This is an optimization exercise on Yosys and OpenROAD, whose aim is small area, a short achievable clock period and few clock cycles, not a production implementation. Only simulation tests tie the RTL to the original design; equivalence was not proved.

==> flow/design.v <==
module kcpu_core (
    input  wire        clk,
    input  wire        rst,           
    output reg         mem_req,
    output reg         mem_we,
    output reg  [31:0] mem_addr,
    output reg  [31:0] mem_wdata,
    output reg  [3:0]  mem_wstrb,
    input  wire        mem_gnt,
    input  wire        mem_rvalid,
    input  wire [31:0] mem_rdata,
    output reg         retire,
    output reg  [31:0] retire_pc,
    output reg         fault,
    output reg  [2:0]  fault_code,
    input  wire [3:0]  dbg_idx,
    output wire [31:0] dbg_rdata
);
    localparam [2:0] F_MEM = 3'd1, F_OPC = 3'd2, F_DIV0 = 3'd3, F_IDX = 3'd4;
    localparam [4:0] OP_LOAD = 5'd1, OP_STORE = 5'd2, OP_ADD = 5'd3,
                     OP_SUB = 5'd4, OP_MUL = 5'd5, OP_DIV = 5'd6, OP_OR = 5'd7,
                     OP_AND = 5'd8, OP_XOR = 5'd9, OP_NOT = 5'd10, OP_SHR = 5'd11,
                     OP_SHL = 5'd12, OP_STK = 5'd13, OP_JUMP = 5'd14;
    localparam [2:0] S_RUN  = 3'd0,    
                     S_LD   = 3'd1,    
                     S_ST2  = 3'd2,    
                     S_MUL  = 3'd3,    
                     S_DV1  = 3'd4,    
                     S_DVI  = 3'd5,    
                     S_DVF  = 3'd6,    
                     S_HALT = 3'd7;    
    reg [2:0] st;
    reg [287:0] xr;
    wire [31:0] pc     = xr[287:256];
    wire [31:0] c_val  = xr[95:64];
    wire [31:0] sp_val = xr[223:192];
    reg [31:0] dbg_r;
    always @(*) begin
        case (dbg_idx)
            4'd0: dbg_r = xr[31:0];
            4'd1: dbg_r = xr[63:32];
            4'd2: dbg_r = xr[95:64];
            4'd3: dbg_r = xr[127:96];
            4'd4: dbg_r = xr[159:128];
            4'd5: dbg_r = xr[191:160];
            4'd6: dbg_r = xr[223:192];
            4'd7: dbg_r = xr[255:224];
            4'd8: dbg_r = xr[287:256];
            default: dbg_r = 32'd0;
        endcase
    end
    assign dbg_rdata = dbg_r;
    reg [31:0] fq0, fq1, fq2;
    reg [1:0]  fcnt;               
    reg [11:0] fa;                 
    reg [1:0]  tg0, tg1;
    reg [1:0]  qn;                 
    wire [1:0]  off = pc[1:0];
    wire [10:0] pcw = pc[12:2];
    wire [95:0] fw  = {fq2, fq1, fq0};
    reg  [47:0] ins;
    always @(*) begin
        case (off)
            2'd0: ins = fw[47:0];
            2'd1: ins = fw[55:8];
            2'd2: ins = fw[63:16];
            default: ins = fw[71:24];
        endcase
    end
    wire ivalid = (off == 2'd3) ? (fcnt == 2'd3) : fcnt[1];
    wire pc_bad = (pc[31:13] != 19'd0) || (pc[12:0] > 13'd8186);
    wire [1:0] kw = off[1] ? 2'd2 : 2'd1;    
    wire [4:0]  opcode = ins[4:0];
    wire        mode   = ins[5];
    wire [1:0]  width  = ins[7:6];
    wire [3:0]  dest   = ins[11:8];
    wire [3:0]  src    = ins[15:12];
    wire [31:0] imm    = ins[47:16];
    reg [31:0] rd_val, rs_val;
    always @(*) begin
        case (dest[2:0])
            3'd0: rd_val = xr[31:0];
            3'd1: rd_val = xr[63:32];
            3'd2: rd_val = xr[95:64];
            3'd3: rd_val = xr[127:96];
            3'd4: rd_val = xr[159:128];
            3'd5: rd_val = xr[191:160];
            3'd6: rd_val = xr[223:192];
            default: rd_val = xr[255:224];
        endcase
        if (dest[3]) rd_val = pc;
        case (src[2:0])
            3'd0: rs_val = xr[31:0];
            3'd1: rs_val = xr[63:32];
            3'd2: rs_val = xr[95:64];
            3'd3: rs_val = xr[127:96];
            3'd4: rs_val = xr[159:128];
            3'd5: rs_val = xr[191:160];
            3'd6: rs_val = xr[223:192];
            default: rs_val = xr[255:224];
        endcase
        if (src[3]) rs_val = pc;
    end
    wire op_ld  = (opcode == OP_LOAD);
    wire op_st  = (opcode == OP_STORE);
    wire op_add = (opcode == OP_ADD);
    wire op_sub = (opcode == OP_SUB);
    wire op_mul = (opcode == OP_MUL);
    wire op_div = (opcode == OP_DIV);
    wire op_stk = (opcode == OP_STK);
    wire op_jmp = (opcode == OP_JUMP);
    wire op_known = (opcode <= OP_JUMP);
    wire is_logic = (opcode >= OP_OR) && (opcode <= OP_SHL);
    wire uses_dest = (opcode != 5'd0) && op_known &&
                     !((opcode == OP_NOT) && mode) && !(op_jmp && mode);
    wire uses_src  = ((op_st || op_add || op_sub) && !mode) || op_mul || op_div ||
                     (is_logic && (opcode != OP_NOT) && !mode);
    wire is_load_mem  = op_ld && mode;
    wire is_store_mem = op_st && mode;
    wire is_push      = op_stk && mode;
    wire is_pop       = op_stk && !mode;
    wire is_rd        = is_load_mem || is_pop;
    wire is_wr        = is_store_mem || is_push;
    wire sized_access = is_load_mem || is_store_mem || is_push;
    wire [31:0] sp_dec = sp_val - 32'd4;
    wire [31:0] opb    = mode ? imm : rs_val;
    wire [2:0]  nbytes = is_pop ? 3'd4 : (width == 2'd0) ? 3'd1 : (width == 2'd1) ? 3'd2 : 3'd4;
    wire [31:0] daddr  = is_push ? sp_val : is_pop ? sp_dec : imm;
    wire [1:0]  doff   = daddr[1:0];
    wire [10:0] dw0    = daddr[12:2];
    wire        d2     = ({1'b0, doff} + nbytes) > 3'd4;
    wire        daddr_ok = (daddr[31:13] == 19'd0) &&
                           ({1'b0, daddr[12:0]} + {11'd0, nbytes} <= 14'd8192);
    wire [31:0] jtarget = mode ? imm : rd_val;
    wire        jt_ok   = (jtarget[31:13] == 19'd0) && (jtarget[12:0] <= 13'd8186);
    reg         jtaken;
    always @(*) begin
        case (width)
            2'd0: jtaken = (c_val == 32'd0);
            2'd1: jtaken = !c_val[31];
            2'd2: jtaken = c_val[31];
            default: jtaken = 1'b1;
        endcase
    end
    reg        exec_fault;
    reg [2:0]  exec_code;
    always @(*) begin
        exec_fault = 1'b1;
        exec_code  = F_OPC;
        if (!op_known)
            exec_code = F_OPC;
        else if ((uses_dest && dest > 4'd8) || (uses_src && src > 4'd8))
            exec_code = F_IDX;
        else if (sized_access && width == 2'd3)
            exec_code = F_OPC;
        else if (op_div && rs_val == 32'd0)
            exec_code = F_DIV0;
        else if ((is_rd || is_wr) && !daddr_ok)
            exec_code = F_MEM;
        else if (op_jmp && !jt_ok)
            exec_code = F_MEM;
        else
            exec_fault = 1'b0;
    end
    wire        sub     = !op_add;
    wire [31:0] addsub  = rd_val + (sub ? ~opb : opb) + {31'd0, sub};
    reg  [31:0] dr;         
    reg  [31:0] dd;         
    reg  [31:0] dq;         
    reg  [4:0]  dcnt;
    reg         qneg, rneg;
    function [31:0] rev32(input [31:0] v);
        integer k;
        for (k = 0; k < 32; k = k + 1) rev32[k] = v[31 - k];
    endfunction
    wire [5:0]  zr, zd;
    wire [6:0]  dsh = {1'b0, zd} - {1'b0, zr};    
    wire        is_shr = (opcode == OP_SHR);
    wire [31:0] sh_in  = (st == S_DV1) ? dd : is_shr ? rev32(rd_val) : rd_val;
    wire [4:0]  sh_amt = (st == S_DV1) ? dsh[4:0] : opb[4:0];
    wire [31:0] sh_out = sh_in << sh_amt;
    wire        sh_big = (opb[31:5] != 27'd0);
    reg [31:0] logic_res;
    always @(*) begin
        case (opcode)
            OP_OR:   logic_res = rd_val | opb;
            OP_AND:  logic_res = rd_val & opb;
            OP_XOR:  logic_res = rd_val ^ opb;
            OP_NOT:  logic_res = ~(mode ? imm : rd_val);
            OP_SHR:  logic_res = sh_big ? 32'd0 : rev32(sh_out);
            default: logic_res = sh_big ? 32'd0 : sh_out;
        endcase
    end
    reg  [2:0] mcnt;
    wire [7:0] nz;
    genvar gi;
    generate
        for (gi = 0; gi < 8; gi = gi + 1) begin : g_nz
            assign nz[gi] = (rs_val[gi*4 +: 4] != 4'd0);
        end
    endgenerate
    reg [2:0] mtop;
    always @(*) begin
        mtop = 3'd0;
        if (nz[1]) mtop = 3'd1;
        if (nz[2]) mtop = 3'd2;
        if (nz[3]) mtop = 3'd3;
        if (nz[4]) mtop = 3'd4;
        if (nz[5]) mtop = 3'd5;
        if (nz[6]) mtop = 3'd6;
        if (nz[7]) mtop = 3'd7;
    end
    wire        in_mul = (st == S_MUL);
    wire [2:0]  midx = in_mul ? mcnt : mtop;
    wire [3:0]  nib  = rs_val[{midx, 2'b00} +: 4];
    wire [31:0] ma   = rd_val;
    wire [31:0] pp0  = in_mul ? {dr[27:0], 4'd0} : 32'd0;
    wire [31:0] pp1  = nib[0] ? ma : 32'd0;
    wire [31:0] pp2  = nib[1] ? {ma[30:0], 1'b0} : 32'd0;
    wire [31:0] pp3  = nib[2] ? {ma[29:0], 2'b0} : 32'd0;
    wire [31:0] pp4  = nib[3] ? {ma[28:0], 3'b0} : 32'd0;
    wire [31:0] s1 = pp0 ^ pp1 ^ pp2;
    wire [31:0] c1 = {((pp0 & pp1) | (pp0 & pp2) | (pp1 & pp2)), 1'b0};
    wire [31:0] s2 = pp3 ^ pp4 ^ s1;
    wire [31:0] c2 = {((pp3 & pp4) | (pp3 & s1) | (pp4 & s1)), 1'b0};
    wire [31:0] s3 = c1 ^ s2 ^ c2;
    wire [31:0] c3 = {((c1 & s2) | (c1 & c2) | (s2 & c2)), 1'b0};
    wire [31:0] mprod = s3 + c3;
    wire        mul_last = in_mul ? (mcnt == 3'd0) : (mtop == 3'd0);
    function [5:0] clz32(input [31:0] v);
        integer k;
        reg found;
        begin
            clz32 = 6'd32;
            found = 1'b0;
            for (k = 31; k >= 0; k = k - 1)
                if (!found && v[k]) begin
                    clz32 = 6'd31 - k[5:0];
                    found = 1'b1;
                end
        end
    endfunction
    assign zr = clz32(dr);
    assign zd = clz32(dd);
    wire        in_dvf = (st == S_DVF);
    wire [31:0] ng1_in = in_dvf ? dr : rd_val;
    wire        ng1_en = in_dvf ? rneg : (mode && rd_val[31]);
    wire [31:0] ng1    = ng1_en ? (32'd0 - ng1_in) : ng1_in;
    wire [31:0] ng2_in = in_dvf ? dq : rs_val;
    wire        ng2_en = in_dvf ? qneg : (mode && rs_val[31]);
    wire [31:0] ng2    = ng2_en ? (32'd0 - ng2_in) : ng2_in;
    wire [32:0] dtrial = {1'b0, dr} - {1'b0, dd};
    wire        dbit   = !dtrial[32];
    reg  [1:0] li;           
    reg        lr;           
    wire [31:0] ld_lo = d2 ? dd : mem_rdata;
    wire [63:0] ld_sh = {mem_rdata, ld_lo} >> {doff, 3'b000};
    wire [31:0] ld_data = (nbytes == 3'd1) ? {24'd0, ld_sh[7:0]} :
                          (nbytes == 3'd2) ? {16'd0, ld_sh[15:0]} : ld_sh[31:0];
    wire [63:0] st_lane = {32'd0, rd_val} << {doff, 3'b000};
    wire [3:0]  st_mask = (nbytes == 3'd1) ? 4'b0001 : (nbytes == 3'd2) ? 4'b0011 : 4'b1111;
    wire [7:0]  st_strb = {4'd0, st_mask} << doff;
    wire [10:0] sdiff   = dw0 - pcw;
    wire        st_hit  = (sdiff[10:2] == 9'd0) || (sdiff == 11'h7FF);
    wire run   = (st == S_RUN);
    wire exok  = run && !pc_bad && ivalid && !exec_fault;
    wire rsp   = mem_rvalid && (qn != 2'd0);
    wire rsp_d = rsp && tg0[1];
    wire rsp_f = rsp && tg0[0];
    wire qfree = (qn != 2'd2);
    wire ex_rd0  = run && !pc_bad && ivalid && is_rd && qfree;
    wire ex_rd1  = (st == S_LD) && d2 && (li == 2'd1) && qfree;
    wire ex_wr0  = exok && is_wr;
    wire ex_wr1  = (st == S_ST2);
    wire ex_jmp  = run && !pc_bad && ivalid && op_jmp && jtaken && qfree;
    wire ex_bus  = ex_rd0 || ex_rd1 || ex_wr0 || ex_wr1 || ex_jmp;
    wire simple  = !(is_rd || is_wr || op_mul || op_div);
    wire ld_last = rsp_d && (!d2 || lr);
    reg  done;
    always @(*) begin
        case (st)
            S_RUN:  done = exok && (simple || (op_mul && mtop == 3'd0) ||
                                    (is_wr && !d2 && mem_gnt));
            S_LD:   done = ld_last;
            S_ST2:  done = mem_gnt;
            S_MUL:  done = (mcnt == 3'd0);
            S_DV1:  done = dsh[6];
            S_DVF:  done = 1'b1;
            default: done = 1'b0;
        endcase
    end
    wire gen_we = op_ld || (op_st && !mode) || op_add || op_sub || is_pop;
    reg [31:0] gen_data;
    always @(*) begin
        if (op_ld && !mode)       gen_data = imm;
        else if (op_ld || is_pop) gen_data = ld_data;
        else if (op_st)           gen_data = rs_val;
        else                      gen_data = addsub;
    end
    wire [31:0] e_data = op_mul ? mprod : (st == S_DV1) ? rd_val : ng1;
    wire [31:0] f_data = (st == S_DV1) ? 32'd0 : ng2;
    wire        jmp_tk = op_jmp && jtaken;
    wire        ip_gen = gen_we && (dest == 4'd8);
    wire [31:0] npc    = pc + 32'd6;
    wire        flush  = done && (jmp_tk || ip_gen || (is_wr && st_hit));
    wire [31:0] newpc  = jmp_tk ? jtarget : ip_gen ? gen_data : npc;
    wire        cons_early = exok && simple && !(op_jmp && jtaken);
    wire [1:0]  nfv = {1'b0, tg0[0] && (qn != 2'd0)} + {1'b0, tg1[0] && (qn == 2'd2)};
    wire [2:0]  fill = {1'b0, fcnt} + {1'b0, nfv};
    wire        space = cons_early ? (fill < 3'd3 + {1'b0, kw}) : (fill < 3'd3);
    wire        f_req = (st != S_HALT) && !fa[11] && qfree && space && !ex_bus;
    always @(*) begin
        mem_req   = ex_bus || f_req;
        mem_we    = ex_wr0 || ex_wr1;
        mem_wdata = ex_wr1 ? st_lane[63:32] : st_lane[31:0];
        mem_wstrb = ex_wr1 ? st_strb[7:4] : st_strb[3:0];
        if (ex_jmp)
            mem_addr = {19'd0, jtarget[12:2], 2'b00};
        else if (ex_rd0 || ex_wr0)
            mem_addr = {19'd0, dw0, 2'b00};
        else if (ex_rd1 || ex_wr1)
            mem_addr = {19'd0, dw0 + 11'd1, 2'b00};
        else
            mem_addr = {19'd0, fa[10:0], 2'b00};
    end
    wire acc   = mem_req && mem_gnt;
    wire push  = acc && !mem_we;
    wire [1:0] push_tag = (ex_rd0 || ex_rd1) ? 2'b10 : {1'b0, !(flush && !ex_jmp)};
    integer i;
    always @(posedge clk) begin
        if (rst) begin
            st     <= S_RUN;
            xr     <= 288'd0;
            fault  <= 1'b0;
            retire <= 1'b0;
            fcnt   <= 2'd0;
            fa     <= 12'd0;
            qn     <= 2'd0;
        end else begin
            retire <= done;
            if (done) retire_pc <= pc;
            begin : tags
                reg [1:0] t0, t1;
                reg [1:0] n;
                t0 = tg0; t1 = tg1; n = qn;
                if (flush) begin t0[0] = 1'b0; t1[0] = 1'b0; end
                if (rsp) begin t0 = t1; n = n - 2'd1; end
                if (push) begin
                    if (n == 2'd0) t0 = push_tag; else t1 = push_tag;
                    n = n + 2'd1;
                end
                tg0 <= t0; tg1 <= t1; qn <= n;
            end
            if (flush) begin
                fcnt <= 2'd0;
                fa   <= {1'b0, newpc[12:2]} + {11'd0, push && ex_jmp};
            end else begin : fq_upd
                reg [1:0] k;
                reg [1:0] base;
                reg [31:0] n0, n1, n2;
                k = done ? kw : 2'd0;
                n0 = fq0; n1 = fq1; n2 = fq2;
                if (k == 2'd1) begin n0 = fq1; n1 = fq2; end
                else if (k == 2'd2) begin n0 = fq2; end
                base = fcnt - k;
                if (rsp_f) begin
                    if (base == 2'd0) n0 = mem_rdata;
                    if (base == 2'd1) n1 = mem_rdata;
                    if (base == 2'd2) n2 = mem_rdata;
                end
                fq0 <= n0; fq1 <= n1; fq2 <= n2;
                fcnt <= base + {1'b0, rsp_f && (base != 2'd3)};
                fa   <= fa + {11'd0, push && !ex_bus};
            end
            case (st)
                S_RUN: begin
                    if (pc_bad) begin
                        fault <= 1'b1; fault_code <= F_MEM; st <= S_HALT;
                    end else if (ivalid) begin
                        if (exec_fault) begin
                            fault <= 1'b1; fault_code <= exec_code; st <= S_HALT;
                        end else if (is_rd) begin
                            if (push) begin li <= 2'd1; lr <= 1'b0; st <= S_LD; end
                        end else if (is_wr) begin
                            if (mem_gnt && d2) st <= S_ST2;
                        end else if (op_mul) begin
                            dr <= mprod; mcnt <= mtop - 3'd1;
                            if (mtop != 3'd0) st <= S_MUL;
                        end else if (op_div) begin
                            dr <= ng1; dd <= ng2;
                            rneg <= mode && rd_val[31];
                            qneg <= mode && (rd_val[31] ^ rs_val[31]);
                            st <= S_DV1;
                        end
                    end
                end
                S_LD: begin
                    if (ex_rd1 && mem_gnt) li <= 2'd2;
                    if (rsp_d) begin
                        lr <= 1'b1;
                        dd <= mem_rdata;
                        if (ld_last) st <= S_RUN;
                    end
                end
                S_ST2: if (mem_gnt) st <= S_RUN;
                S_MUL: begin
                    dr <= mprod; mcnt <= mcnt - 3'd1;
                    if (mcnt == 3'd0) st <= S_RUN;
                end
                S_DV1: begin
                    dd <= sh_out; dq <= 32'd0; dcnt <= dsh[4:0];
                    st <= dsh[6] ? S_RUN : S_DVI;
                end
                S_DVI: begin
                    if (dbit) dr <= dtrial[31:0];
                    dq <= {dq[30:0], dbit};
                    dd <= {1'b0, dd[31:1]};
                    dcnt <= dcnt - 5'd1;
                    if (dcnt == 5'd0) st <= S_DVF;
                end
                S_DVF: st <= S_RUN;
                default: ;
            endcase
            if (done) begin
                if (is_pop)            xr[223:192] <= sp_dec;
                if (is_push)           xr[223:192] <= sp_dec;
                if (is_logic)          xr[95:64]   <= logic_res;
                if (op_mul || op_div)  xr[159:128] <= e_data;
                if (op_div)            xr[191:160] <= f_data;
                xr[287:256] <= newpc;
                if (gen_we)
                    for (i = 0; i < 9; i = i + 1)
                        if (dest == i[3:0]) xr[i*32 +: 32] <= gen_data;
            end
        end
    end
endmodule
==> flow/run.sh <==
#!/bin/bash
# synth_recipe.tcl (not shown) runs the flow's synth.tcl, then flattens the netlist and writes it again
# the make line also repeats each setting of config.mk as NAME=value (left out here)
make -C /OpenROAD-flow-scripts/flow DESIGN_CONFIG=/design/flow/config.mk WORK_HOME=/design/flow/orfs CLKGATE_MAP_FILE= SYNTH_SCRIPT=/design/flow/synth_recipe.tcl finish
==> flow/config.mk <==
export PLATFORM = sky130hd
export DESIGN_NAME = kcpu_core
export DESIGN_NICKNAME = kcpu_core
export VERILOG_FILES = /design/flow/design.v
export SDC_FILE = /design/flow/constraint.sdc
export NUM_CORES = 4
export LEC_CHECK = 0
export CAP_MARGIN = 20
export CORE_MARGIN = 2
export CORE_UTILIZATION = 30
export PLACE_DENSITY = 0.5
export SLEW_MARGIN = 20
==> flow/constraint.sdc <==
create_clock -name core_clock -period 14.0 [get_ports {clk}]
set_input_delay 2.8000 -clock core_clock [delete_from_list [all_inputs] [get_ports {clk}]]
set_output_delay 2.8000 -clock core_clock [all_outputs]
set_load 0.01 [all_outputs]
==> results of run 1 <==
## logic make-up (layout without fill, tap and decap cells)
kind of cell,after synthesis,in the layout,synth area share
other cells,1,61,0.0000663
flops,553,553,0.239
xor+xnor,257,257,0.0403
compound gates,2490,2490,0.290
fa+ha+maj,286,286,0.0752
mux,384,384,0.0783
buf+inv,892,1016,0.0647
simple gates,2684,2684,0.212
## Yosys cell counts, types with 18 or more instances
cell type,n,share of area
sky130_fd_sc_hd__nand3b_1,36,0.0048
sky130_fd_sc_hd__mux2_2,76,0.015
sky130_fd_sc_hd__mux4_2,38,0.015
sky130_fd_sc_hd__nand2_1,916,0.061
sky130_fd_sc_hd__mux2i_1,264,0.047
sky130_fd_sc_hd__nor2_1,926,0.061
sky130_fd_sc_hd__a221oi_1,108,0.017
sky130_fd_sc_hd__a2111oi_0,25,0.0039
sky130_fd_sc_hd__a221o_1,29,0.0051
sky130_fd_sc_hd__a21boi_0,38,0.0050
sky130_fd_sc_hd__nand4_1,32,0.0035
sky130_fd_sc_hd__fa_1,90,0.032
sky130_fd_sc_hd__inv_1,260,0.017
sky130_fd_sc_hd__a31oi_1,90,0.010
sky130_fd_sc_hd__o221ai_1,71,0.011
sky130_fd_sc_hd__nand3_1,147,0.013
sky130_fd_sc_hd__buf_2,92,0.0081
sky130_fd_sc_hd__o21bai_1,23,0.0031
sky130_fd_sc_hd__buf_4,30,0.0040
sky130_fd_sc_hd__a22o_1,27,0.0042
sky130_fd_sc_hd__o31ai_1,52,0.0069
sky130_fd_sc_hd__and3_1,70,0.0077
sky130_fd_sc_hd__a21o_1,71,0.0094
sky130_fd_sc_hd__ha_1,196,0.043
sky130_fd_sc_hd__or3_1,40,0.0044
sky130_fd_sc_hd__o21ai_0,443,0.039
sky130_fd_sc_hd__nor3_1,181,0.016
sky130_fd_sc_hd__a211oi_1,170,0.023
sky130_fd_sc_hd__o22ai_1,112,0.012
sky130_fd_sc_hd__a22oi_1,136,0.018
sky130_fd_sc_hd__xor2_1,89,0.014
sky130_fd_sc_hd__and2_1,83,0.0092
sky130_fd_sc_hd__edfxtp_1,244,0.13
sky130_fd_sc_hd__o2bb2ai_1,21,0.0033
sky130_fd_sc_hd__o21ai_1,18,0.0016
sky130_fd_sc_hd__o211ai_1,89,0.012
sky130_fd_sc_hd__o21a_1,29,0.0039
sky130_fd_sc_hd__dfxtp_1,309,0.11
sky130_fd_sc_hd__nor2b_1,52,0.0058
sky130_fd_sc_hd__clkbuf_1,434,0.029
sky130_fd_sc_hd__a21oi_1,721,0.064
sky130_fd_sc_hd__nor4_1,53,0.0059
sky130_fd_sc_hd__xnor2_1,166,0.026
sky130_fd_sc_hd__buf_1,51,0.0034
sky130_fd_sc_hd__nand2b_1,61,0.0068
## area by class of cell
class                      count  area, um^2  share of cell area
clock inverter                39         484             0.00737
inverter                     274        1030              0.0157
clock buffer                 103        2170              0.0330
sequential                   553       13500               0.206
timing repair buffer         600        4960              0.0754
multi-input combinational   6122       40300               0.614
tap                         2495        3120              0.0475
antenna                       40         100             0.00152
## state kept, by name (all words and copies together) (netlist names), 32 cells and up
name,flops
xr,288
dd,32
dq,32
dr,32
fq0,32
fq1,32
fq2,32
retire_pc,32
## worst max path at each step
stage | startpoint | to | slack (ns) | cells past startpoint
final | xr[257] | mem_addr[8] | 1.27 | 23
after global routing | xr[257] | mem_addr[4] | 0.90 | 24
after CTS | xr[257] | mem_addr[4] | 1.60 | 24
after detailed placement | xr[257] | dr[31] | 2.16 | 35
after floorplan | xr[256] | dd[0] | 2.22 | 28
after global placement | xr[257] | dr[31] | 2.20 | 35
## layer usage
metal,up-vias,track usage,share of wire
met1,34054,0.564,0.38
met3,1428,0.183,0.13
met2,5474,0.627,0.39
met4,38,0.369,0.097
met5,-,0.00223,0.00069
li1,27885,-,-
## per-stage QoR
stage | cell area [um^2] | util | setup WS [ns]
2_1_floorplan | 56600 | - | 2.22
3_3_place_gp | 62700 | 0.334 | 2.20
3_5_place_dp | 62900 | 0.335 | 2.16
4_1_cts | 65500 | 0.349 | 1.60
5_1_grt | 65600 | 0.350 | 0.901
6_report | 65700 | 0.350 | 1.27
==> key figures, run 1 <==
Run status
  – Result of the run: no timing/DRC/antenna violations

Hold path
  – Hold path cells: 1
  – Hold Crit Start: fault
  – Worst min-delay path endpoint: fault
  – Hold crit path type: reg -> reg

Routing
  – DRC errors left: 0
  – Detail Route Antenna Nets: 0
  – Via count: 68.9k
  – Number of search-and-repair iterations in the first detailed-routing pass: 9
  – Wire length after detailed routing: 457,000 um
  – Vias per std cell: 6.74
  – Drt first-iter violations: 11.2k
  – Routed WL per cell: 44.7 um

Setup path
  – Terminus of the critical flop-to-flop path: dr[31]
  – Largest delay contributor family on the critical path: compound AO/OA/AOI/OAI gates
  – Startpoint-to-endpoint class of the critical path: reg -> out
  – Flop2flop setup slack: 1.94 ns
  – Biggest cell delay along the critical path: 0.80 ns
  – Setup crit end kind: output pin
  – Cell-by-cell listing of the critical path: buf_4, mux4_2, nand2b_1, or2_1, buf_4, nor2_1, a21oi_1, inv_1, ha_1, a21oi_1, inv_1, o22ai_1, a31oi_1, o41ai_1, a21oi_1, a211o_1, nor3_1, buf_4, a21oi_1, nor2_1, o21ai_0, o22ai_1, clkdlybuf4s50_1
  – Worst R2R Start: xr[257]
  – Most prevalent standard cell on the critical path: sky130_fd_sc_hd__a21oi_1
  – Standard cell with the maximum stage delay on the critical path: sky130_fd_sc_hd__dfxtp_4
  – Worst reg2reg path depth: 35
  – Highest fanout seen on the critical path: 68
  – Critical Path RT: 11.20 ns
  – Crit path launch type: register
  – CP Data Arrival Time: 9.93 ns
  – CP bufs+invs: 6

STA
  – Count of final max-slew check failures: 0
  – Setup_tns: 0 ns
  – Clock period minus worst slack: 12.73 ns
  – Final setup violating endpoints: 0
  – Hold_ws: 0.459 ns
  – RSZ-0062 raised after global routing: false
  – Worst max-slew margin expressed relative to the limit: 0.0597
  – Final worst path period share: 0.909
  – FMAX: 78.6 MHz
  – Worst Tran Pin Value: 1.41 ns
  – Worst Clk Skew: 0.0747 ns
  – Number of hold-slack violations in the final timing report: 0

CTS
  – Number of levels in the clock H-tree: 3
  – Number of hold buffers added after CTS: 0
  – TritonCTS clock tree: done
  – Worst-Skew Late Latency: 0.80 ns
  – Post-CTS setup buffer count: 0
  – Clock transition at the registers of the reported paths: 0.06 ns
  – Cell at the root of the clock tree: sky130_fd_sc_hd__clkbuf_16
  – Max clock buf depth: 3
  – TritonCTS sink count: 553
  – TritonCTS Buffers: 77
  – Resized Gates After CTS: 0

Synthesis
  – Async set-reset flop share out of synthesis: 0
  – Sequential area share after synthesis: 0.239
  – Number of synthesized flops with an enable pin: 244
  – Post-synthesis cell area: 0.0565 mm^2
  – Post-synthesis register bit count: 553
  – Leading register cell type out of synthesis: sky130_fd_sc_hd__dfxtp_1
  – Synthesized area per cell: 7.49 um^2
  – Synth unique cells: 115
  – Warnings, synthesis: 1
  – Synthesized instance count: 7,547

Placed design
  – Count of buffers from port buffering: 157
  – Placer congestion estimate: 1.12
  – Placed wire-length estimate: 351,000 um
  – Count of placed standard cells including taps: 10.0k

Job
  – Number of violations of the max-capacitance limit: 0

Final layout
  – Area overhead of the layout relative to synthesis: 16.2%
  – Total number of nets in the final design: 7,954
  – Fraction of layout instances using a drive strength above 1: 0.117
  – Final cell count without fillers: 10.2k
  – Commonest cells after routing, fill and taps aside: sky130_fd_sc_hd__nand2_1, sky130_fd_sc_hd__nor2_1, sky130_fd_sc_hd__a21oi_1, sky130_fd_sc_hd__buf_4, sky130_fd_sc_hd__o21ai_0
  – Most common library cell in the layout ignoring fill and taps: sky130_fd_sc_hd__nand2_1
  – Fillers: 19.9k

Floorplanning
  – DIE HEIGHT: 438 um
  – Number of top-level pins: 179
  – CORE AREA: 0.188 mm^2
  – Site row count: 159
  – Initial Util: 0.301
  – Width of the die: 438 um
  – Area enclosed by the die boundary: 0.192 mm^2

GRT
  – Initial antenna violation count: 54
  – Overall track demand over capacity in global routing: 0.459
  – Residual overflow from global routing: 0
  – Largest net degree at the start of global routing: 85
  – Global-route wire length before repair: 595,000 um
  – Number of global-route vias before repair: 61.9k
Testbench counts, summed over its fixed seeds: cycles 37,968.
==> run 2, diff against run 1 <==
--- a/flow/design.v
+++ b/flow/design.v
@@ -52,4 +52,5 @@
     assign dbg_rdata = dbg_r;
-    reg [31:0] fq0, fq1, fq2;
-    reg [1:0]  fcnt;               
+    localparam FQN = 4;            
+    reg [31:0] fq [0:FQN-1];
+    reg [2:0]  fcnt;               
     reg [11:0] fa;                 
@@ -57,17 +58,25 @@
     reg [1:0]  qn;                 
-    wire [1:0]  off = pc[1:0];
-    wire [10:0] pcw = pc[12:2];
-    wire [95:0] fw  = {fq2, fq1, fq0};
-    reg  [47:0] ins;
+    reg [47:0] ir;
+    reg        irv;
+    wire [1:0]  off  = pc[1:0];
+    wire [10:0] pcw  = pc[12:2];
+    wire [1:0]  hoff = irv ? off + 2'd2 : off;       
+    wire        rsp   = mem_rvalid && (qn != 2'd0);
+    wire        rsp_f = rsp && tg0[0];
+    wire [31:0] vw1 = (fcnt == 3'd1) ? mem_rdata : fq[1];
+    wire [95:0] fw  = {fq[2], vw1, fq[0]};
+    reg  [47:0] ains;
     always @(*) begin
-        case (off)
-            2'd0: ins = fw[47:0];
-            2'd1: ins = fw[55:8];
-            2'd2: ins = fw[63:16];
-            default: ins = fw[71:24];
+        case (hoff)
+            2'd0: ains = fw[47:0];
+            2'd1: ains = fw[55:8];
+            2'd2: ains = fw[63:16];
+            default: ains = fw[71:24];
         endcase
     end
-    wire ivalid = (off == 2'd3) ? (fcnt == 2'd3) : fcnt[1];
+    wire avail_q = (hoff == 2'd3) ? (fcnt >= 3'd3) : (fcnt >= 3'd2);
+    wire avail   = avail_q || ((hoff != 2'd3) && (fcnt == 3'd1) && rsp_f);
+    wire [1:0] kw = hoff[1] ? 2'd2 : 2'd1;    
     wire pc_bad = (pc[31:13] != 19'd0) || (pc[12:0] > 13'd8186);
-    wire [1:0] kw = off[1] ? 2'd2 : 2'd1;    
+    wire [47:0] ins = ir;
     wire [4:0]  opcode = ins[4:0];
@@ -263,10 +272,8 @@
     wire [10:0] sdiff   = dw0 - pcw;
-    wire        st_hit  = (sdiff[10:2] == 9'd0) || (sdiff == 11'h7FF);
+    wire        st_hit  = (sdiff[10:3] == 8'd0) || (sdiff == 11'h7FF);
     wire run   = (st == S_RUN);
-    wire exok  = run && !pc_bad && ivalid && !exec_fault;
-    wire rsp   = mem_rvalid && (qn != 2'd0);
+    wire exok  = run && !pc_bad && irv && !exec_fault;
     wire rsp_d = rsp && tg0[1];
-    wire rsp_f = rsp && tg0[0];
     wire qfree = (qn != 2'd2);
-    wire ex_rd0  = run && !pc_bad && ivalid && is_rd && qfree;
+    wire ex_rd0  = run && !pc_bad && irv && is_rd && qfree;
     wire ex_rd1  = (st == S_LD) && d2 && (li == 2'd1) && qfree;
@@ -274,3 +281,3 @@
     wire ex_wr1  = (st == S_ST2);
-    wire ex_jmp  = run && !pc_bad && ivalid && op_jmp && jtaken && qfree;
+    wire ex_jmp  = run && !pc_bad && irv && op_jmp && jtaken && qfree;
     wire ex_bus  = ex_rd0 || ex_rd1 || ex_wr0 || ex_wr1 || ex_jmp;
@@ -306,6 +313,7 @@
     wire [31:0] newpc  = jmp_tk ? jtarget : ip_gen ? gen_data : npc;
-    wire        cons_early = exok && simple && !(op_jmp && jtaken);
+    wire        ld_ir = avail && (!irv || done) && !flush;
+    wire        cons_early = avail_q && (!irv || (run && simple && !(op_jmp && jtaken)));
     wire [1:0]  nfv = {1'b0, tg0[0] && (qn != 2'd0)} + {1'b0, tg1[0] && (qn == 2'd2)};
-    wire [2:0]  fill = {1'b0, fcnt} + {1'b0, nfv};
-    wire        space = cons_early ? (fill < 3'd3 + {1'b0, kw}) : (fill < 3'd3);
+    wire [3:0]  fill = {1'b0, fcnt} + {2'b0, nfv};
+    wire        space = cons_early ? (fill < FQN + {2'b0, kw}) : (fill < FQN);
     wire        f_req = (st != S_HALT) && !fa[11] && qfree && space && !ex_bus;
@@ -335,3 +343,4 @@
             retire <= 1'b0;
-            fcnt   <= 2'd0;
+            fcnt   <= 3'd0;
+            irv    <= 1'b0;
             fa     <= 12'd0;
@@ -354,20 +363,17 @@
             if (flush) begin
-                fcnt <= 2'd0;
+                fcnt <= 3'd0;
+                irv  <= 1'b0;
                 fa   <= {1'b0, newpc[12:2]} + {11'd0, push && ex_jmp};
             end else begin : fq_upd
-                reg [1:0] k;
-                reg [1:0] base;
-                reg [31:0] n0, n1, n2;
-                k = done ? kw : 2'd0;
-                n0 = fq0; n1 = fq1; n2 = fq2;
-                if (k == 2'd1) begin n0 = fq1; n1 = fq2; end
-                else if (k == 2'd2) begin n0 = fq2; end
-                base = fcnt - k;
-                if (rsp_f) begin
-                    if (base == 2'd0) n0 = mem_rdata;
-                    if (base == 2'd1) n1 = mem_rdata;
-                    if (base == 2'd2) n2 = mem_rdata;
+                reg [2:0] k;
+                integer j;
+                k = ld_ir ? {1'b0, kw} : 3'd0;
+                if (ld_ir) ir <= ains;
+                if (ld_ir) irv <= 1'b1; else if (done) irv <= 1'b0;
+                for (j = 0; j < FQN; j = j + 1) begin
+                    if (rsp_f && fcnt + 3'd0 == j + k) fq[j] <= mem_rdata;
+                    else if (k == 3'd1 && j + 1 < FQN) fq[j] <= fq[j+1];
+                    else if (k == 3'd2 && j + 2 < FQN) fq[j] <= fq[j+2];
                 end
-                fq0 <= n0; fq1 <= n1; fq2 <= n2;
-                fcnt <= base + {1'b0, rsp_f && (base != 2'd3)};
+                fcnt <= fcnt + {2'b0, rsp_f && (fcnt < FQN + k)} - k;
                 fa   <= fa + {11'd0, push && !ex_bus};
@@ -378,3 +384,3 @@
                         fault <= 1'b1; fault_code <= F_MEM; st <= S_HALT;
-                    end else if (ivalid) begin
+                    end else if (irv) begin
                         if (exec_fault) begin
==> run 2 against run 1 <==
Still clean on timing, DRC and antenna; global-route usage shrank 2.5 points; worst setup slack improved by 1.6 ns; die area up 7.4%; critical path depth increased by 9; cell count is 4.6% higher; clock skew shrank 0.0080 ns; sequential share of layout area increased by 2.2 points; critical endpoint is now dr[31].
==> key figures, run 2 <==
Floorplanning
  – Site row count: 165 (was 159)
  – DIE HEIGHT: 454 um (was 438 um)
  – CORE AREA: 0.202 mm^2 (was 0.188 mm^2)
  – Area enclosed by the die boundary: 0.206 mm^2 (was 0.192 mm^2)
  – Width of the die: 454 um (was 438 um)
  – Initial Util: 0.301 (about the same)
  – Number of top-level pins: 179 (unchanged)

STA
  – RSZ-0062 raised after global routing: false (unchanged)
  – Clock period minus worst slack: 11.11 ns (was 12.73 ns)
  – Final worst path period share: 0.794 (was 0.909)
  – Number of hold-slack violations in the final timing report: 0 (unchanged)
  – Setup_tns: 0 ns (unchanged)
  – Worst Clk Skew: 0.0667 ns (was 0.0747 ns)
  – Worst max-slew margin expressed relative to the limit: 0.0858 (was 0.0597)
  – FMAX: 90.0 MHz (was 78.6 MHz)
  – Worst Tran Pin Value: 1.36 ns (was 1.41 ns)
  – Count of final max-slew check failures: 0 (unchanged)
  – Final setup violating endpoints: 0 (unchanged)

Synthesis
  – Warnings, synthesis: 2 (was 1)
  – Synthesized area per cell: 7.74 um^2 (was 7.49 um^2)
  – Most frequently used cell type in the post-synthesis netlist: sky130_fd_sc_hd__nand2_1 (was sky130_fd_sc_hd__nor2_1)
  – Post-synthesis cell area: 0.0608 mm^2 (was 0.0565 mm^2)
  – Most common library cells after synthesis: sky130_fd_sc_hd__nand2_1, sky130_fd_sc_hd__nor2_1, sky130_fd_sc_hd__a21oi_1 (was sky130_fd_sc_hd__nor2_1, sky130_fd_sc_hd__nand2_1, sky130_fd_sc_hd__a21oi_1)
  – Area share of the largest cell type after synthesis: 0.160 (was 0.130)
  – Synth unique cells: 116 (was 115)
  – Synthesized instance count: 7,850 (was 7,547)
  – Async set-reset flop share out of synthesis: 0 (unchanged)
  – Number of synthesized flops with an enable pin: 324 (was 244)
  – Biggest area consumer among synthesized cells: sky130_fd_sc_hd__edfxtp_1 (unchanged)
  – Post-synthesis register bit count: 635 (was 553)
  – Synth top area cells: sky130_fd_sc_hd__edfxtp_1, sky130_fd_sc_hd__dfxtp_1, sky130_fd_sc_hd__nand2_1, sky130_fd_sc_hd__a21oi_1, sky130_fd_sc_hd__nor2_1 (was sky130_fd_sc_hd__edfxtp_1, sky130_fd_sc_hd__dfxtp_1, sky130_fd_sc_hd__a21oi_1, sky130_fd_sc_hd__nor2_1, sky130_fd_sc_hd__nand2_1)
  – Leading register cell type out of synthesis: sky130_fd_sc_hd__edfxtp_1 (was sky130_fd_sc_hd__dfxtp_1)
  – Sequential area share after synthesis: 0.263 (was 0.239)

Final layout
  – Largest regs: xr: 288 flops, fq: 128 flops, ir: 48 flops
  – Area overhead of the layout relative to synthesis: 15.5% (was 16.2%)
  – Flip-flop count of the largest register, all copies and words added: 288 (unchanged)
  – Fillers: 21.3k (was 19.9k)
  – Most common library cell in the layout ignoring fill and taps: sky130_fd_sc_hd__nand2_1 (unchanged)
  – Design Area, Final: 0.0702 mm^2 (was 0.0657 mm^2)
  – Fraction of layout instances using a drive strength above 1: 0.120 (was 0.117)
  – Total number of nets in the final design: 8,224 (was 7,954)
  – Final cell count without fillers: 10.7k (was 10.2k)
  – Commonest cells after routing, fill and taps aside: sky130_fd_sc_hd__nand2_1, sky130_fd_sc_hd__nor2_1, sky130_fd_sc_hd__a21oi_1, sky130_fd_sc_hd__o21ai_0, sky130_fd_sc_hd__buf_4 (was sky130_fd_sc_hd__nand2_1, sky130_fd_sc_hd__nor2_1, sky130_fd_sc_hd__a21oi_1, sky130_fd_sc_hd__buf_4, sky130_fd_sc_hd__o21ai_0)
  – Register with the most flip-flops: xr (unchanged)
  – Core Util, Final: 0.348 (was 0.350)

Placed design
  – Count of buffers from port buffering: 157 (unchanged)
  – Placed wire-length estimate: 355,000 um (was 351,000 um)
  – Placer congestion estimate: 1.13 (was 1.12)
  – Total cell area at the placement stage: 0.0671 mm^2 (was 0.0629 mm^2)
  – Count of placed standard cells including taps: 10.5k (was 10.0k)

CTS
  – Number of hold buffers added after CTS: 0 (unchanged)
  – Max clock buf depth: 3 (unchanged)
  – Resized Gates After CTS: 0 (unchanged)
  – Worst-Skew Late Latency: 0.80 ns (about the same)
  – TritonCTS Buffers: 84 (was 77)
  – Post-CTS setup buffer count: 0 (unchanged)
  – TritonCTS clock tree: done (unchanged)
  – Cell at the root of the clock tree: sky130_fd_sc_hd__clkbuf_16 (unchanged)
  – Number of levels in the clock H-tree: 3 (unchanged)
  – TritonCTS sink count: 635 (was 553)
  – Clock transition at the registers of the reported paths: 0.06 ns (about the same)

Routing
  – DRC errors left: 0 (unchanged)
  – Detail Route Antenna Nets: 0 (unchanged)
  – Wire length after detailed routing: 464,000 um (was 457,000 um)
  – Via count: 72.0k (was 68.9k)
  – Number of search-and-repair iterations in the first detailed-routing pass: 10 (was 9)
  – Drt first-iter violations: 12.7k (was 11.2k)
  – Routed WL per cell: 43.4 um (was 44.7 um)
  – Vias per std cell: 6.74 (about the same)

Run status
  – Result of the run: no timing/DRC/antenna violations (unchanged)

GRT
  – Overall track demand over capacity in global routing: 0.434 (was 0.459)
  – Largest net degree at the start of global routing: 100 (was 85)
  – Global-route wire length before repair: 608,000 um (was 595,000 um)
  – Residual overflow from global routing: 0 (unchanged)
  – Initial antenna violation count: 76 (was 54)
  – Number of global-route vias before repair: 64.1k (was 61.9k)

Setup path
  – CP Data Arrival Time: 11.66 ns (was 9.93 ns)
  – Standard cell with the maximum stage delay on the critical path: sky130_fd_sc_hd__o41ai_1 (was sky130_fd_sc_hd__dfxtp_4)
  – Startpoint-to-endpoint class of the critical path: reg -> reg (was reg -> out)
  – Biggest cell delay along the critical path: 0.87 ns (was 0.80 ns)
  – Crit path launch type: register (unchanged)
  – Highest fanout seen on the critical path: 32 (was 68)
  – Critical Path RT: 14.55 ns (was 11.20 ns)
  – Setup crit end kind: register (was output pin)

Job
  – Number of violations of the max-capacitance limit: 0 (unchanged)

Hold path
  – Hold crit path type: reg -> reg (unchanged)
==> run 2: cell types whose count changed after synthesis, moves of 45 or more <==
cell                       before  now
sky130_fd_sc_hd__a21oi_1      721  591
sky130_fd_sc_hd__clkbuf_1     434  506
sky130_fd_sc_hd__o21ai_0      443  553
sky130_fd_sc_hd__nor2_1       926  779
sky130_fd_sc_hd__edfxtp_1     244  324
sky130_fd_sc_hd__inv_1        260  335
sky130_fd_sc_hd__a222oi_1      15   60
==> run 2: cell type report <==
type / count / area, um^2 / area share
inverters: 356 / 1340 / 0.0191
clock inverters: 34 / 494 / 0.00704
multi-input cells: 6195 / 41500 / 0.591
repair buffers: 619 / 5100 / 0.0726
clock buffers: 120 / 2360 / 0.0336
diodes: 61 / 153 / 0.00217
well taps: 2672 / 3340 / 0.0476
flip-flops and latches: 635 / 16000 / 0.227
==> run 2: worst paths after layout <==
path                              from      to  slack [ns]  depth (start not counted)
worst max-delay path            ir[14]  dr[31]        2.89                         32
worst max register to register  ir[14]  dr[31]        2.89                         32
worst min register to register   fault   fault        0.46                          1
worst min-delay path             fault   fault        0.46                          1
==> run 2: layer usage <==
| layer | share of wire | up-vias | global-route usage |
|---|---|---|---|
| met5 | 0.00075 | - | 0.000466 |
| met4 | 0.084 | 26 | 0.298 |
| met3 | 0.13 | 1330 | 0.158 |
| met2 | 0.40 | 5751 | 0.608 |
| met1 | 0.39 | 35765 | 0.550 |
| li1 | - | 29157 | - |
==> run 2: critical path, delay by kind of cell, from the launching register on <==
family | cells | cell delay, ns
xor+xnor | 1 | 0.15
fa+ha+maj | 4 | 1.87
flops | 1 | 0.75
simple gates | 4 | 0.98
mux | 2 | 0.85
compound gates | 17 | 5.32
buf+inv | 4 | 0.90
==> run 2: stage by stage <==
stage	hold WS [ns]	setup WS, ns
6_report	0.463	2.89
5_1_grt	0.509	2.48
4_1_cts	0.464	3.25
3_5_place_dp	0.447	3.30
3_3_place_gp	0.441	3.52
2_1_floorplan	0.403	3.71
==> run 2: logic make-up after synthesis <==
group / synth area share
compound gates: 0.286
xor+xnor: 0.0373
fa+ha+maj: 0.0716
buf+inv: 0.0687
flops: 0.263
mux: 0.0775
other cells: 0.0000617
simple gates: 0.196
Testbench counts of run 2, summed over its fixed seeds: cycles 34,367.

==> afterwards: timing with drivers on the ports <==
How much do the figures lean on ideal ports? The routed layouts below were timed once more, with nothing changed but the port constraints.
Step 1, drivers: a clkbuf_16 drives clk and a buf_2 each remaining input, both assumed.
Step 2 times the ports against the registers' clock, not the clock port: input delays grow and output delays shrink by t, the midpoint of the rising clock arrivals with the driver on.
a / b / c = ideal / step 1 / step 2; a / b = the first two.
| run | shift t [ns] | setup WS [ns] | latest minus earliest clock arrival (ns) | cell pins on the clock port's net |
|---|---|---|---|---|
| run 1 | 0.859 | 1.270 / 1.170 / 1.938 | 0.075 / 0.075 | 1 |
| run 2 | 0.868 | 2.888 / 2.864 / 2.888 | 0.067 / 0.066 | 1 |
After both steps every run listed still meets setup and hold.
